This is an optimization exercise on Yosys and OpenROAD, whose aim is small area, a short achievable clock period and few clock cycles, not a production implementation.
Where RTL was checked, it was by simulation tests only, not by an equivalence proof against the original.
Power and IR drop assume default switching activity. No driver is modelled on the clock port, so clocking that relies on it looks cheaper here than on a real chip.

==> flow/design.v (excerpt) <==
module kiri_tx_encoder (
    input  wire       clk,
    input  wire       rst,           
    input  wire       start,
    output wire       start_ready,
    input  wire [7:0] dst,
    input  wire [7:0] src,
    input  wire [8:0] len,           
    input  wire       in_valid,
    output wire       in_ready,
    input  wire [7:0] in_data,
    output wire       out_valid,
    input  wire       out_ready,
    output wire [7:0] out_data
);
    localparam [2:0] Q_IDLE  = 3'd0,    
                     Q_DST   = 3'd1,
                     Q_SRC   = 3'd2,
                     Q_PAY   = 3'd3,
                     Q_CRCH  = 3'd4,
                     Q_CRCL  = 3'd5,
                     Q_DELIM = 3'd6;
    function [15:0] crc16_byte;
        input [15:0] crc_in;
        input [7:0]  b;
        reg   [15:0] c;
        integer      i;
        begin
            c = crc_in ^ {b, 8'h00};
            for (i = 0; i < 8; i = i + 1)
                c = c[15] ? ((c << 1) ^ 16'h1021) : (c << 1);
            crc16_byte = c;
        end
    endfunction
    reg  [9*255-1:0] ring;           
    wire [8:0]       s0 = ring[8:0];
    reg  [7:0] hoff;                 
    reg  [7:0] toff;                 
    reg  [7:0] ooff;                 
  ...
export LEC_CHECK = 0
export CAP_MARGIN = 20
export CORE_MARGIN = 2
export CORE_UTILIZATION = 60
export PLACE_DENSITY = 0.7
export SLEW_MARGIN = 20
create_clock -name core_clock -period 12.0 [get_ports {clk}]
standard.sh (not shown) runs the stock make flow with config.mk's settings and CLKGATE_MAP_FILE= SYNTH_SCRIPT=/design/flow/synth_recipe.tcl, a recipe that flattens the netlist after the stock synthesis.
==> flow/flow/run.sh <==
#!/bin/bash
# Own layout flow: the standard ORFS flow (standard.sh), with the standard
# synthesis run unchanged, then the layout steps run with our own port-buffer
# cell, clock-tree settings and a tighter setup target for timing repair.
# Each make run's full output goes to its own log file in the work folder.
set -euo pipefail
cd "$(dirname "$0")/.."

bash standard.sh synth > make_synth.log 2>&1

bash standard.sh \
  "BUFFER_PORTS_ARGS=-buffer_cell sky130_fd_sc_hd__buf_2" \
  "CTS_ARGS=-sink_clustering_enable -repair_clock_nets -sink_clustering_size 32 -sink_clustering_max_diameter 80 -dont_use_dummy_load -buf_list sky130_fd_sc_hd__clkbuf_16" \
  "SETUP_SLACK_MARGIN=8.3" \
  finish > make_layout.log 2>&1
Testbench counts at the start, summed over its fixed seeds: cycles 24,986.
==> next run, changes <==
--- a/flow/flow/run.sh
+++ b/flow/flow/run.sh
@@ -12,4 +12,4 @@
   "BUFFER_PORTS_ARGS=-buffer_cell sky130_fd_sc_hd__buf_2" \
   "CTS_ARGS=-sink_clustering_enable -repair_clock_nets -sink_clustering_size 32 -sink_clustering_max_diameter 80 -dont_use_dummy_load -buf_list sky130_fd_sc_hd__clkbuf_16" \
-  "SETUP_SLACK_MARGIN=8.3" \
+  "SETUP_SLACK_MARGIN=8.5" \
   finish > make_layout.log 2>&1
Effect:
- total power went up by 0.56%
- clock power grows by about 1%
- critical path depth is unchanged
- global-route usage went up by 0.14 points
- hold slack is about the same
- register-to-register slack improved by 0.20 ns

========
== P ==
kiri_tx_encoder, a different RTL version from the one above (not shown whole).
For scale: ~3400 cells after synthesis, ~2400 flip-flops, about 49 I/O pins, ~0.055 mm² of cells after synthesis.
## kiri_tx_encoder
module kiri_tx_encoder (
    input  wire       clk,
    input  wire       rst,           
    input  wire       start,
    output wire       start_ready,
    input  wire [7:0] dst,
    input  wire [7:0] src,
    input  wire [8:0] len,           
    input  wire       in_valid,
    output wire       in_ready,
    input  wire [7:0] in_data,
    output wire       out_valid,
    input  wire       out_ready,
    output wire [7:0] out_data
);
    localparam [2:0] Q_IDLE  = 3'd0,    
                     Q_DST   = 3'd1,
                     Q_SRC   = 3'd2,
                     Q_PAY   = 3'd3,
                     Q_CRCH  = 3'd4,
                     Q_CRCL  = 3'd5,
                     Q_DELIM = 3'd6;
    function [15:0] crc16_byte;
        input [15:0] crc_in;
        input [7:0]  b;
        reg   [15:0] c;
        integer      i;
        begin
            c = crc_in ^ {b, 8'h00};
            for (i = 0; i < 8; i = i + 1)
                c = c[15] ? ((c << 1) ^ 16'h1021) : (c << 1);
            crc16_byte = c;
        end
    endfunction
    reg  [9*255-1:0] ring;           
    wire [8:0]       s0 = ring[8:0];
    reg  [7:0] hoff;                 
    reg  [7:0] toff;                 
    reg  [7:0] ooff;                 
    reg        open;                 
    reg        emp;                  
    reg        full;                 
    reg        h_at0;                
    reg        t_at0;                
    reg        o_at0;                
    wire [255:0] zv;
    genvar g;
    generate
        for (g = 0; g < 256; g = g + 1) begin : zbits
            if (g >= 1 && g <= 254)
  ...
==> flow/config.mk <==
export PLATFORM = sky130hd
export DESIGN_NAME = kiri_tx_encoder
export DESIGN_NICKNAME = kiri_tx_encoder
export VERILOG_FILES = /design/flow/design.v
export SDC_FILE = /design/flow/constraint.sdc
export NUM_CORES = 4
export LEC_CHECK = 0
export CAP_MARGIN = 20
export CORE_MARGIN = 2
export CORE_UTILIZATION = 55
export PLACE_DENSITY = 0.65
export SLEW_MARGIN = 20
==> flow/constraint.sdc <==
create_clock -name core_clock -period 12.0 [get_ports {clk}]
set_input_delay 2.4000 -clock core_clock [delete_from_list [all_inputs] [get_ports {clk}]]
set_output_delay 2.4000 -clock core_clock [all_outputs]
set_load 0.01 [all_outputs]
==> flow/flow/run.sh <==
#!/bin/bash
# Own layout flow: the standard ORFS flow (standard.sh), with the standard
# synthesis run unchanged, then the layout steps run with our own port-buffer
# cell, clock-tree settings and a tighter setup target for timing repair.
# After global placement and resizing, each output port's buffer and the
# flip-flop that alone drives it are moved next to the port's pin
# (move_io.tcl); detailed placement then legalizes them.
# Each tool run's full output goes to its own log file in the work folder.
set -euo pipefail
cd "$(dirname "$0")/.."
export RES="$(pwd)/orfs/results/${FLOW_PLATFORM:-sky130hd}/kiri_tx_encoder/base"

KNOBS=(
  "BUFFER_PORTS_ARGS=-buffer_cell sky130_fd_sc_hd__buf_2"
  "CTS_ARGS=-sink_clustering_enable -repair_clock_nets -sink_clustering_size 32 -sink_clustering_max_diameter 80 -dont_use_dummy_load -buf_list sky130_fd_sc_hd__clkbuf_16"
  "SETUP_SLACK_MARGIN=8.5"
)

bash standard.sh synth > make_synth.log 2>&1
bash standard.sh "${KNOBS[@]}" 3_4_place_resized > make_place.log 2>&1
openroad -no_init -exit flow/move_io.tcl > move_io.log 2>&1
bash standard.sh "${KNOBS[@]}" finish > make_layout.log 2>&1
Other scripts of this flow, unchanged in this note and not shown: flow/flow/move_io.tcl
Testbench counts of P, summed over its fixed seeds: cycles 24,986.
> inputs changed (P -> Q)
# P
export LEC_CHECK = 0
export CAP_MARGIN = 20
export CORE_MARGIN = 2
export CORE_UTILIZATION = 55
export PLACE_DENSITY = 0.65
export SLEW_MARGIN = 20
create_clock -name core_clock -period 12.0 [get_ports {clk}]
# Q
export LEC_CHECK = 0
export CAP_MARGIN = 20
export CORE_MARGIN = 2
export CORE_UTILIZATION = 60
export PLACE_DENSITY = 0.7
export SLEW_MARGIN = 20
create_clock -name core_clock -period 12.0 [get_ports {clk}]
--- a/flow/flow/run.sh
+++ b/flow/flow/run.sh
@@ -14,5 +14,5 @@
   "BUFFER_PORTS_ARGS=-buffer_cell sky130_fd_sc_hd__buf_2"
   "CTS_ARGS=-sink_clustering_enable -repair_clock_nets -sink_clustering_size 32 -sink_clustering_max_diameter 80 -dont_use_dummy_load -buf_list sky130_fd_sc_hd__clkbuf_16"
-  "SETUP_SLACK_MARGIN=8.5"
+  "SETUP_SLACK_MARGIN=8.7"
 )
 
Notes after the runs:
Of Q and P, the run reporting the lower clock-buffer cell count was Q.
Re worst endpoint data arrival time: P was higher than Q.
On fraction of area in registers, Q tracks P almost exactly.
Q — met1 usage 2.0 points higher, P as reference
Re sequential area share after synthesis: no difference whatsoever between P and Q.
P -> Q: layout multi-input combinational cell count flat
Between Q and P, the difference in overall power of the completed layout is negligible.
Q: number of cells traversed by the worst register-to-register path is 3 higher than what P reported.
On area growth from synthesis to layout, P tracks Q almost exactly.
P -> Q: row count decreased by a few percent
Final cell area excluding filler cells delta (Q -> P): insignificant

========
Setup of run A:
The RTL this note starts from:
==> flow/design.v <==
module kiri_tx_encoder (
    input  wire       clk,
    input  wire       rst,           
    input  wire       start,
    output wire       start_ready,
    input  wire [7:0] dst,
    input  wire [7:0] src,
    input  wire [8:0] len,           
    input  wire       in_valid,
    output wire       in_ready,
    input  wire [7:0] in_data,
    output wire       out_valid,
    input  wire       out_ready,
    output wire [7:0] out_data
);
    localparam [2:0] Q_IDLE  = 3'd0,    
                     Q_DST   = 3'd1,
                     Q_SRC   = 3'd2,
                     Q_PAY   = 3'd3,
                     Q_CRCH  = 3'd4,
                     Q_CRCL  = 3'd5,
                     Q_DELIM = 3'd6;
    function [15:0] crc16_byte;
        input [15:0] crc_in;
        input [7:0]  b;
        reg   [15:0] c;
        integer      i;
        begin
            c = crc_in ^ {b, 8'h00};
            for (i = 0; i < 8; i = i + 1)
                c = c[15] ? ((c << 1) ^ 16'h1021) : (c << 1);
            crc16_byte = c;
        end
    endfunction
    reg  [9*256-1:0] ring;           
    wire [8:0]       s0 = ring[8:0];
    reg  [7:0] hoff;                 
    reg  [7:0] toff;                 
    reg  [7:0] ooff;                 
    reg        open;                 
    reg        emp;                  
    reg        full;                 
    reg        h_at0;                
    reg        t_at0;                
    reg        o_at0;                
    wire [255:0] zv;
    genvar g;
    generate
        for (g = 0; g < 256; g = g + 1) begin : zbits
            if (g >= 1 && g <= 254)
                assign zv[g] = ring[9*g + 8];
            else if (g == 255)
                assign zv[g] = 1'b1;     
            else
                assign zv[g] = 1'b0;
        end
    endgenerate
    function [8:0] first_one;        
        input [255:0] v;
        reg   [255:0] f;             
        reg   [127:0] a1; reg [127:0] i1;
        reg   [63:0]  a2; reg [127:0] i2;
        reg   [31:0]  a3; reg [95:0]  i3;
        reg   [15:0]  a4; reg [63:0]  i4;
        reg   [7:0]   a5; reg [39:0]  i5;
        reg   [3:0]   a6; reg [23:0]  i6;
        reg   [1:0]   a7; reg [13:0]  i7;
        reg           a8; reg [7:0]   i8;
        integer n;
        begin
            for (n = 0; n < 128; n = n + 1) begin
                a1[n] = v[2*n] | v[2*n+1];
                i1[n] = ~v[2*n];
            end
            for (n = 0; n < 64; n = n + 1) begin
                a2[n] = a1[2*n] | a1[2*n+1];
                i2[2*n +: 2] = a1[2*n] ? {1'b0, i1[2*n]} : {1'b1, i1[2*n+1]};
            end
            for (n = 0; n < 32; n = n + 1) begin
                a3[n] = a2[2*n] | a2[2*n+1];
                i3[3*n +: 3] = a2[2*n] ? {1'b0, i2[4*n +: 2]} : {1'b1, i2[4*n+2 +: 2]};
            end
            for (n = 0; n < 16; n = n + 1) begin
                a4[n] = a3[2*n] | a3[2*n+1];
                i4[4*n +: 4] = a3[2*n] ? {1'b0, i3[6*n +: 3]} : {1'b1, i3[6*n+3 +: 3]};
            end
            for (n = 0; n < 8; n = n + 1) begin
                a5[n] = a4[2*n] | a4[2*n+1];
                i5[5*n +: 5] = a4[2*n] ? {1'b0, i4[8*n +: 4]} : {1'b1, i4[8*n+4 +: 4]};
            end
            for (n = 0; n < 4; n = n + 1) begin
                a6[n] = a5[2*n] | a5[2*n+1];
                i6[6*n +: 6] = a5[2*n] ? {1'b0, i5[10*n +: 5]} : {1'b1, i5[10*n+5 +: 5]};
            end
            for (n = 0; n < 2; n = n + 1) begin
                a7[n] = a6[2*n] | a6[2*n+1];
                i7[7*n +: 7] = a6[2*n] ? {1'b0, i6[12*n +: 6]} : {1'b1, i6[12*n+6 +: 6]};
            end
            a8 = a7[0] | a7[1];
            i8 = a7[0] ? {1'b0, i7[6:0]} : {1'b1, i7[13:7]};
            first_one = {a8, i8};
        end
    endfunction
    wire [8:0] fo   = first_one(zv);
    wire [7:0] code = fo[7:0];
    reg        ov;                   
    reg  [7:0] od;                   
    reg        sv;                   
    reg  [7:0] sd;
    wire rd       = h_at0 && !emp && !sv && !(s0[8] && !s0[0] && o_at0);
    wire [7:0] rd_byte = !s0[8] ? s0[7:0] : (s0[0] ? 8'h00 : code);
    assign out_valid = ov;
    assign out_data  = od;
    reg  [2:0] q;                    
    reg        pend_n;               
    reg  [7:0] dst_r;
    reg  [7:0] src_r;
    reg  [8:0] owe;                  
    reg  [15:0] crc;
    reg  [7:0] run;                  
    reg  [1:0] hc;                   
    reg  [7:0] h0, h1;
    reg        in_rdy;
    reg        srdy;
    assign start_ready = srdy;
    assign in_ready    = in_rdy;
    reg  split;                      
    reg        have;                 
    reg  [7:0] raw;                  
    always @* begin
        have = 1'b1;
        raw  = 8'h00;
        case (q)
            Q_IDLE:  have = !pend_n;
            Q_DST:   raw  = dst_r;
            Q_SRC:   raw  = src_r;
            Q_PAY:   begin have = (hc != 2'd0); raw = h0; end
            Q_CRCH:  raw  = crc[15:8];
            Q_CRCL:  raw  = crc[7:0];
            default: raw  = 8'h00;
        endcase
        if (split) have = 1'b1;
    end
    wire tail_here = t_at0 && (!full || rd);
    wire ins       = tail_here && have;
    wire is_raw    = !split && (q == Q_DST || q == Q_SRC || q == Q_PAY ||
                                q == Q_CRCH || q == Q_CRCL);
    wire raw_zero  = (raw == 8'h00);
    wire       n_bound = !(is_raw && !raw_zero);            
    wire       n_delim = !split && (q == Q_DELIM);
    wire       n_open  = n_bound && !n_delim;               
    wire [8:0] n_slot  = n_bound ? {1'b1, 7'd0, n_delim} : {1'b0, raw};
    wire pop = ins && !split && (q == Q_PAY);
    reg  [2:0] q_n;
    reg        pend_n_n;
    always @* begin
        q_n      = q;
        pend_n_n = pend_n && !(start && srdy);
        if (ins && !split) begin
            case (q)
                Q_IDLE:  q_n = Q_DST;
                Q_DST:   q_n = Q_SRC;
                Q_SRC:   begin
                             q_n      = (owe == 9'd0 && hc == 2'd0) ? Q_CRCH : Q_PAY;
                             pend_n_n = 1'b1;
                         end
                Q_PAY:   if (owe == 9'd0 && hc == 2'd1) q_n = Q_CRCH;
                Q_CRCH:  q_n = Q_CRCL;
                Q_CRCL:  q_n = Q_DELIM;
                default: q_n = Q_IDLE;
            endcase
        end
    end
    wire push = in_valid && in_rdy;
    wire [1:0] hc_n = hc + {1'b0, push} - {1'b0, pop};
    wire [8:0] owe_n = push ? owe - 9'd1 : ((start && srdy) ? len : owe);
    always @(posedge clk) begin
        ring <= {ins ? n_slot : s0, ring[9*256-1:9]};
    end
    always @(posedge clk) begin
        if (pop) begin
            h0 <= (hc == 2'd2) ? h1 : in_data;
            if (hc == 2'd2) h1 <= in_data;
        end else if (push) begin
            if (hc == 2'd0) h0 <= in_data;
            else            h1 <= in_data;
        end
        if (start && srdy) begin
            dst_r <= dst;
            src_r <= src;
        end
        if (ins) begin
            if (q == Q_PAY && !split) crc <= crc16_byte(crc, h0);
            else if (q == Q_DST && !split) crc <= crc16_byte(16'hFFFF, dst_r);
            else if (q == Q_SRC && !split) crc <= crc16_byte(crc, src_r);
        end
        if (rd && !(ov && !out_ready)) od <= rd_byte;
        else if (!ov || out_ready) od <= sd;
        if (rd && ov && !out_ready) sd <= rd_byte;
    end
    always @(posedge clk) begin
        if (rst) begin
            hoff   <= 8'd0;
            toff   <= 8'd0;
            ooff   <= 8'd0;
            open   <= 1'b0;
            emp    <= 1'b1;
            full   <= 1'b0;
            h_at0  <= 1'b1;
            t_at0  <= 1'b1;
            o_at0  <= 1'b0;
            split  <= 1'b0;
            ov     <= 1'b0;
            sv     <= 1'b0;
            q      <= Q_IDLE;
            pend_n <= 1'b1;
            owe    <= 9'd0;
            srdy   <= 1'b1;
            run    <= 8'd0;
            hc     <= 2'd0;
            in_rdy <= 1'b0;
        end else begin
            hoff  <= emp ? (ins ? 8'd255 : 8'd0) :
                     rd ? 8'd0 : hoff - 8'd1;
            h_at0 <= emp ? !ins : (rd || hoff == 8'd1);
            toff  <= (ins || emp) ? 8'd0 : toff - 8'd1;
            t_at0 <= ins || emp || (toff == 8'd1);
            ooff  <= (ins && n_open) ? 8'd255 : ooff - 8'd1;
            o_at0 <= (ins && n_bound) ? 1'b0 : (open && ooff == 8'd1);
            if (ins && n_bound) open <= n_open;
            if (ins && !rd) begin
                emp  <= 1'b0;
                full <= !emp && (hoff == 8'd1);
            end else if (rd && !ins) begin
                emp  <= (toff == 8'd1);
                full <= 1'b0;
            end
            if (ins) split <= !n_bound && !split && (run == 8'd253);
            if (!ov || out_ready) begin
                ov <= sv || rd;
                sv <= 1'b0;
            end else if (rd) begin
                sv <= 1'b1;
            end
            if (start && srdy) pend_n <= 1'b0;
            owe    <= owe_n;
            hc     <= hc_n;
            in_rdy <= (owe_n != 9'd0) && (hc_n != 2'd2);
            srdy <= pend_n_n && (q_n != Q_PAY);
            if (ins) begin
                run <= (n_bound || split) ? 8'd0 : run + 8'd1;
                if (!split) begin
                    case (q)
                        Q_IDLE:  q <= Q_DST;
                        Q_DST:   q <= Q_SRC;
                        Q_SRC:   begin
                                     q    <= (owe == 9'd0 && hc == 2'd0) ? Q_CRCH : Q_PAY;
                                     pend_n <= 1'b1;
                                 end
                        Q_PAY:   begin
                                     if (owe == 9'd0 && hc == 2'd1) q <= Q_CRCH;
                                 end
                        Q_CRCH:  q <= Q_CRCL;
                        Q_CRCL:  q <= Q_DELIM;
                        default: q <= Q_IDLE;
                    endcase
                end
            end
        end
    end
endmodule
clock: 12.0 ns
lec_check: 0
cap_margin: 20
core_margin: 2
core_utilization: 60
cts_buf_list: sky130_fd_sc_hd__clkbuf_16
cts_cluster_diameter: 50
cts_cluster_size: 22
place_density: 0.7
slew_margin: 20
run.sh (not shown) runs the stock make flow with config.mk's settings and CLKGATE_MAP_FILE= SYNTH_SCRIPT=/design/flow/synth_recipe.tcl, a recipe that flattens the netlist after the stock synthesis.
Stock flow here: none of the scripts above is used.
diff inputs: run A => run B
- CTS_CLUSTER_SIZE: 22 -> 28
- CTS_CLUSTER_DIAMETER: 50 -> 60
- From run A to run B the numbers moved as follows: cell area power density lost 1.4%; sequential share of cell area +0.73 points.
- Run B vs run A on global-route wire length before repair: run B is the lower one.
For run C, these inputs were changed with respect to run B:
- CTS_CLUSTER_DIAMETER: 60 -> unset
- CTS_BUF_LIST: sky130_fd_sc_hd__clkbuf_16 -> unset
- CTS_CLUSTER_SIZE: 28 -> unset
==> flow/flow/run.sh (new file) <==
#!/bin/bash
# Own layout flow: the standard ORFS flow (standard.sh), with the standard
# synthesis run unchanged, then the layout steps run with our own port-buffer
# cell, clock-tree settings and a tighter setup target for timing repair.
# Each make run's full output goes to its own log file in the work folder.
set -euo pipefail
cd "$(dirname "$0")/.."

bash standard.sh synth > make_synth.log 2>&1

bash standard.sh \
  "BUFFER_PORTS_ARGS=-buffer_cell sky130_fd_sc_hd__buf_2" \
  "CTS_ARGS=-sink_clustering_enable -repair_clock_nets -sink_clustering_size 32 -sink_clustering_max_diameter 60 -buf_list sky130_fd_sc_hd__clkbuf_16" \
  "SETUP_SLACK_MARGIN=8.5" \
  finish > make_layout.log 2>&1
==> flow/standard.sh (new file) <==
#!/bin/bash
# synth_recipe.tcl (not shown) runs the flow's synth.tcl, then flattens the netlist and writes it again
# the make line also repeats each setting of config.mk as NAME=value (left out here)
make -C /OpenROAD-flow-scripts/flow DESIGN_CONFIG=/design/flow/config.mk WORK_HOME=/design/flow/orfs CLKGATE_MAP_FILE= SYNTH_SCRIPT=/design/flow/synth_recipe.tcl "${@:-finish}"
removed: flow/run.sh
## What came out
Run C against run B: number of synthesized flops with an enable pin flat, final clock period utilization by the worst path down 5.2 points, detailed-route via count flat. For final layout net count, run C and run B come out practically identical. Diff run C..run B | combinational power share | negligible. Post-route cell area: run C vs run B — no meaningful difference.
No functional check of the RTL was part of any run of this note.

re-timing with driven ports:
The results above use ideal ports. As a check the final layouts listed here were re-extracted and re-timed, cells and wires unchanged.
Step 1 (the two cells are an assumption about what drives the block):
set clk [get_ports {clk}]
set_driving_cell -lib_cell sky130_fd_sc_hd__clkbuf_16 $clk
set_driving_cell -lib_cell sky130_fd_sc_hd__buf_2 [delete_from_list [all_inputs] $clk]
Step 2 times the ports against the registers' clock, not the clock port: input delays grow and output delays shrink by t, the midpoint of the rising clock arrivals with the driver on.
Three values: ideal ports, drivers, drivers and shift; two values: the first two.
run	shift t [ns]	setup slack, ns	hold slack, ns	latest minus earliest clock arrival (ns)	worst data-port slew with drivers (ns)
the first run of note 1	0.702	8.375 / 8.313 / 7.786	0.295 / 0.295 / 0.295	0.052 / 0.052	0.10
the second run of note 1	0.705	8.422 / 8.359 / 7.961	0.295 / 0.295 / 0.295	0.101 / 0.101	0.14
P	0.718	8.408 / 8.341 / 7.915	0.269 / 0.269 / 0.269	0.089 / 0.089	0.17
Q	0.709	8.481 / 8.416 / 8.092	0.293 / 0.293 / 0.293	0.070 / 0.069	0.10
run A	0.789	7.566 / 7.566 / 6.999	0.313 / 0.313 / 0.313	0.023 / 0.024	0.04
run B	0.750	7.578 / 7.578 / 7.003	0.317 / 0.317 / 0.317	0.035 / 0.035	0.04
run C	0.760	8.199 / 8.133 / 7.968	0.319 / 0.319 / 0.319	0.030 / 0.030	0.04
After both steps setup and hold are still met in every run listed. The setup slack of the first run of note 1, which loses most, moves by -0.062 ns with the drivers and by -0.589 ns with both steps.
